What follows belongs to an exercise in optimizing a design on an open flow for small area; a production flow would make more cautious choices. The RTL was checked by simulation tests, not by an equivalence proof against the original design. Power and IR drop assume default switching activity.

job 101:
Design si8900_core, start of the top module:
module si8900_core (
    input  wire        clk,
    input  wire        rst,              
    input  wire        op_start,
    input  wire [31:0] req,
    output wire        busy,
    output wire        done,
    output reg  [1:0]  status,
    output wire [7:0]  res_cmd,
    output reg  [15:0] res_word,
    output wire [7:0]  res_channel,
    output wire [15:0] res_value,
    output reg         res_failed,
    output reg         rx_conf,
    output reg         cf_conf,
    input  wire [23:0] pkt,
    input  wire        pkt_valid,
    input  wire        transmit_ready,
    input  wire        receive_ready,
    input  wire [7:0]  read_data,
    output wire        send_byte,
    output wire [7:0]  send_data,
    output wire        read_byte
);
    localparam [2:0] IDLE   = 3'b000,
                     OS     = 3'b001,
                     HS_RX  = 3'b010,
                     CT_RX  = 3'b011,
                     IDLE_D = 3'b100,
                     CT_TX  = 3'b101,
                     HS_TXM = 3'b110,
                     HS_TXA = 3'b111;
    localparam [1:0] ST_OK           = 2'd0,
                     ST_HS_TIMEOUT   = 2'd1,
                     ST_ECHO_TIMEOUT = 2'd2,
                     ST_ILLEGAL_OP   = 2'd3;
    reg  [2:0]  fsm;
    reg  [7:0]  nrem;      
    reg  [7:0]  cnt;       
    reg  [7:0]  cmd_lat;
    reg  [17:0] acc;       
    wire        lc_ff = cmd_lat[2];
    wire [1:0]  lc    = cmd_lat[1:0];
    reg         rc_hi;     
    reg  [3:0]  rc_mid;    
    reg         rc_lo;     
    reg         ch_ff;     
    reg  [1:0]  ch_lo;
    reg  [9:0]  val;
    assign res_cmd     = {rc_hi, rc_hi, rc_mid, 1'b0, rc_lo};
    assign res_channel = {{6{ch_ff}}, ch_lo};
    assign res_value   = {6'd0, val};
    wire [2:0] op = req[31:29];
  ...
export LEC_CHECK = 0
export CAP_MARGIN = 0
export CORE_MARGIN = 2
export CORE_UTILIZATION = 65
export CTS_BUF_LIST = sky130_fd_sc_hd__clkbuf_8
export SLEW_MARGIN = 0
export SYNTH_HIERARCHICAL = 1
create_clock -name core_clock -period 50.0 [get_ports {clk}]
standard.sh (not shown) runs the stock make flow with config.mk's settings and CLKGATE_MAP_FILE= SYNTH_SCRIPT=/design/flow/synth_recipe.tcl, a recipe that flattens the netlist after the stock synthesis.
==> flow/flow/run.sh <==
#!/bin/bash
# Layout flow: the standard flow (standard.sh, unchanged synthesis),
# with the ports buffered by the smallest buffer and the synthesis buffers removed
# at floorplan; the constant outputs share one tie cell, and clock tree
# synthesis adds no dummy loads. After floorplan, flow/downsize.tcl puts
# the logic cells synthesis sized up back at their smallest drive strength.
set -euo pipefail
export BUFFER_PORTS_ARGS="-buffer_cell sky130_fd_sc_hd__buf_1"
export REMOVE_ABC_BUFFERS=1
export SKIP_REPAIR_TIE_FANOUT=1
export CTS_ARGS="-sink_clustering_enable -repair_clock_nets -buf_list sky130_fd_sc_hd__clkbuf_8 -dont_use_dummy_load"
export POST_FLOORPLAN_TCL="$PWD/flow/downsize.tcl"
bash standard.sh finish > standard.log 2>&1
==> flow/flow/downsize.tcl <==
# Runs after floorplan: puts every logic cell that synthesis sized up back at
# its smallest drive strength (flip-flops and buffers are left alone). The
# placement step's repair_design then fixes any slew or capacitance the
# smaller cells cannot meet.
set ds_db [ord::get_db]
set ds_block [[$ds_db getChip] getBlock]
set ds_count 0
foreach ds_inst [$ds_block getInsts] {
  set ds_name [[$ds_inst getMaster] getName]
  if { ![regexp {^(sky130_fd_sc_hd__[a-z0-9]+)_([0-9]+)$} $ds_name -> ds_base ds_drive] } {
    continue
  }
  if { $ds_drive <= 1 || [string match *buf* $ds_base] || [string match *df* $ds_base] \
    || [string match *dl* $ds_base] || [string match *tap* $ds_base] || [string match *conb* $ds_base] } {
    continue
  }
  foreach ds_d {1 0} {
    set ds_new [$ds_db findMaster ${ds_base}_$ds_d]
    if { $ds_new != "NULL" } {
      if { [$ds_inst swapMaster $ds_new] } {
        incr ds_count
      }
      break
    }
  }
}
puts "downsize: resized $ds_count cells"
Having completed the whole flow, job 101 delivered a layout that passed the timing, DRC and antenna checks.
What job 102 does differently from job 101 at the input level:
--- a/flow/flow/run.sh
+++ b/flow/flow/run.sh
@@ -4,4 +4,3 @@
 # at floorplan; the constant outputs share one tie cell, and clock tree
-# synthesis adds no dummy loads. After floorplan, flow/downsize.tcl puts
-# the logic cells synthesis sized up back at their smallest drive strength.
+# synthesis adds no dummy loads.
 set -euo pipefail
@@ -11,3 +10,2 @@
 export CTS_ARGS="-sink_clustering_enable -repair_clock_nets -buf_list sky130_fd_sc_hd__clkbuf_8 -dont_use_dummy_load"
-export POST_FLOORPLAN_TCL="$PWD/flow/downsize.tcl"
 bash standard.sh finish > standard.log 2>&1
removed: flow/flow/downsize.tcl
Findings:
- Diff job 101 -> job 102 | global-route wire length before repair | increase of 1.3%
- Share of power burned in combinational logic of job 101 is on par with job 102.
- Beginning of the critical path: pkt[22] -> job 101, pkt[18] -> job 102
- Job 102 ended up with a lower non-clock buffer count than job 101 did.
- Job 102 vs. job 101: relative area change from synthesis to final layout up 0.41 points; peak per-stage delay on the critical path flat.
- Going from job 101 to job 102, largest voltage drop on the vdd net shrinks by 0.0073 mV.
- Compared with job 101, placement density in the core of job 102 is higher.
- As far as initial core utilization goes, job 101 and job 102 are indistinguishable; the numbers are identical.

---

## old
si8900_core, a different RTL version from the one above (not shown whole).
For scale: roughly 660 cells after synthesis, about 89 flip-flops, roughly 6800 sq um of cells after synthesis.
Settings: LEC_CHECK=0, CAP_MARGIN=0, CORE_MARGIN=2, CORE_UTILIZATION=65, CTS_BUF_LIST=sky130_fd_sc_hd__clkbuf_8, SLEW_MARGIN=0, SYNTH_HIERARCHICAL=1; clock period 50.0 ns.
==> flow/flow/run.sh <==
#!/bin/bash
# Layout flow: the standard flow (standard.sh, unchanged synthesis),
# with the ports buffered by the smallest buffer and the synthesis buffers removed
# at floorplan; the constant outputs share one tie cell.
set -euo pipefail
export BUFFER_PORTS_ARGS="-buffer_cell sky130_fd_sc_hd__buf_1"
export REMOVE_ABC_BUFFERS=1
export SKIP_REPAIR_TIE_FANOUT=1
bash standard.sh finish > standard.log 2>&1
Inputs modified between old and new:
==> flow/flow/run.sh <==
#!/bin/bash
# Layout flow: the standard flow (standard.sh, unchanged synthesis),
# with the ports buffered by the smallest buffer and the synthesis buffers removed
# at floorplan; the constant outputs share one tie cell, and clock tree
# synthesis adds no dummy loads.
set -euo pipefail
export BUFFER_PORTS_ARGS="-buffer_cell sky130_fd_sc_hd__buf_1"
export REMOVE_ABC_BUFFERS=1
export SKIP_REPAIR_TIE_FANOUT=1
export CTS_ARGS="-sink_clustering_enable -repair_clock_nets -buf_list sky130_fd_sc_hd__clkbuf_8 -dont_use_dummy_load"
bash standard.sh finish > standard.log 2>&1
Results
Going from old to new, the fraction of power consumed by combinational cells was found to have gone up by 2.5 points.
Aggregate global-route resource usage across new and old: no real change.
Switching power share of the total, new and old: lower on old
Final cell area: new below old
new vs old, area growth from synthesis to layout went down by 1.3 points.
Between new and old, the number of search-and-repair iterations in the first detailed-routing pass is lower for old.
On worst setup slack, the lower figure sits with old, not new.
From new to old, area after synthesis did not move at all.
Slew at the pin closest to its max-slew limit of old is on par with new.

==> static timing again, ports no longer ideal <==
The results above use ideal ports. As a check the final layouts listed here were re-extracted and re-timed, cells and wires unchanged. Step 1, drivers: a clkbuf_16 drives clk and a buf_2 each remaining input, both assumed. Step 2 adds t to the input delays and takes it off the output delays; t is the mean of the earliest and latest rising clock arrival at the registers after step 1. Input paths then give back, and output paths get back, about the clock's delay inside the block. Slacks: no drivers / after step 1 / after step 2; pairs: no drivers / after step 1.
| run | shift t [ns] | setup slack, ns | pins driven straight from the clock port |
|---|---|---|---|
| job 101 | 0.366 | 17.585 / 17.592 / 17.226 | 1 |
| job 102 | 0.371 | 17.393 / 17.400 / 17.029 | 1 |
| old | 0.404 | 16.501 / 16.501 / 16.501 | 1 |
| new | 0.388 | 16.510 / 16.510 / 16.510 | 1 |
After both steps every run listed still meets setup and hold. For job 102, which loses most, drivers alone change the setup slack by +0.007 ns; drivers and shift together by -0.364 ns.
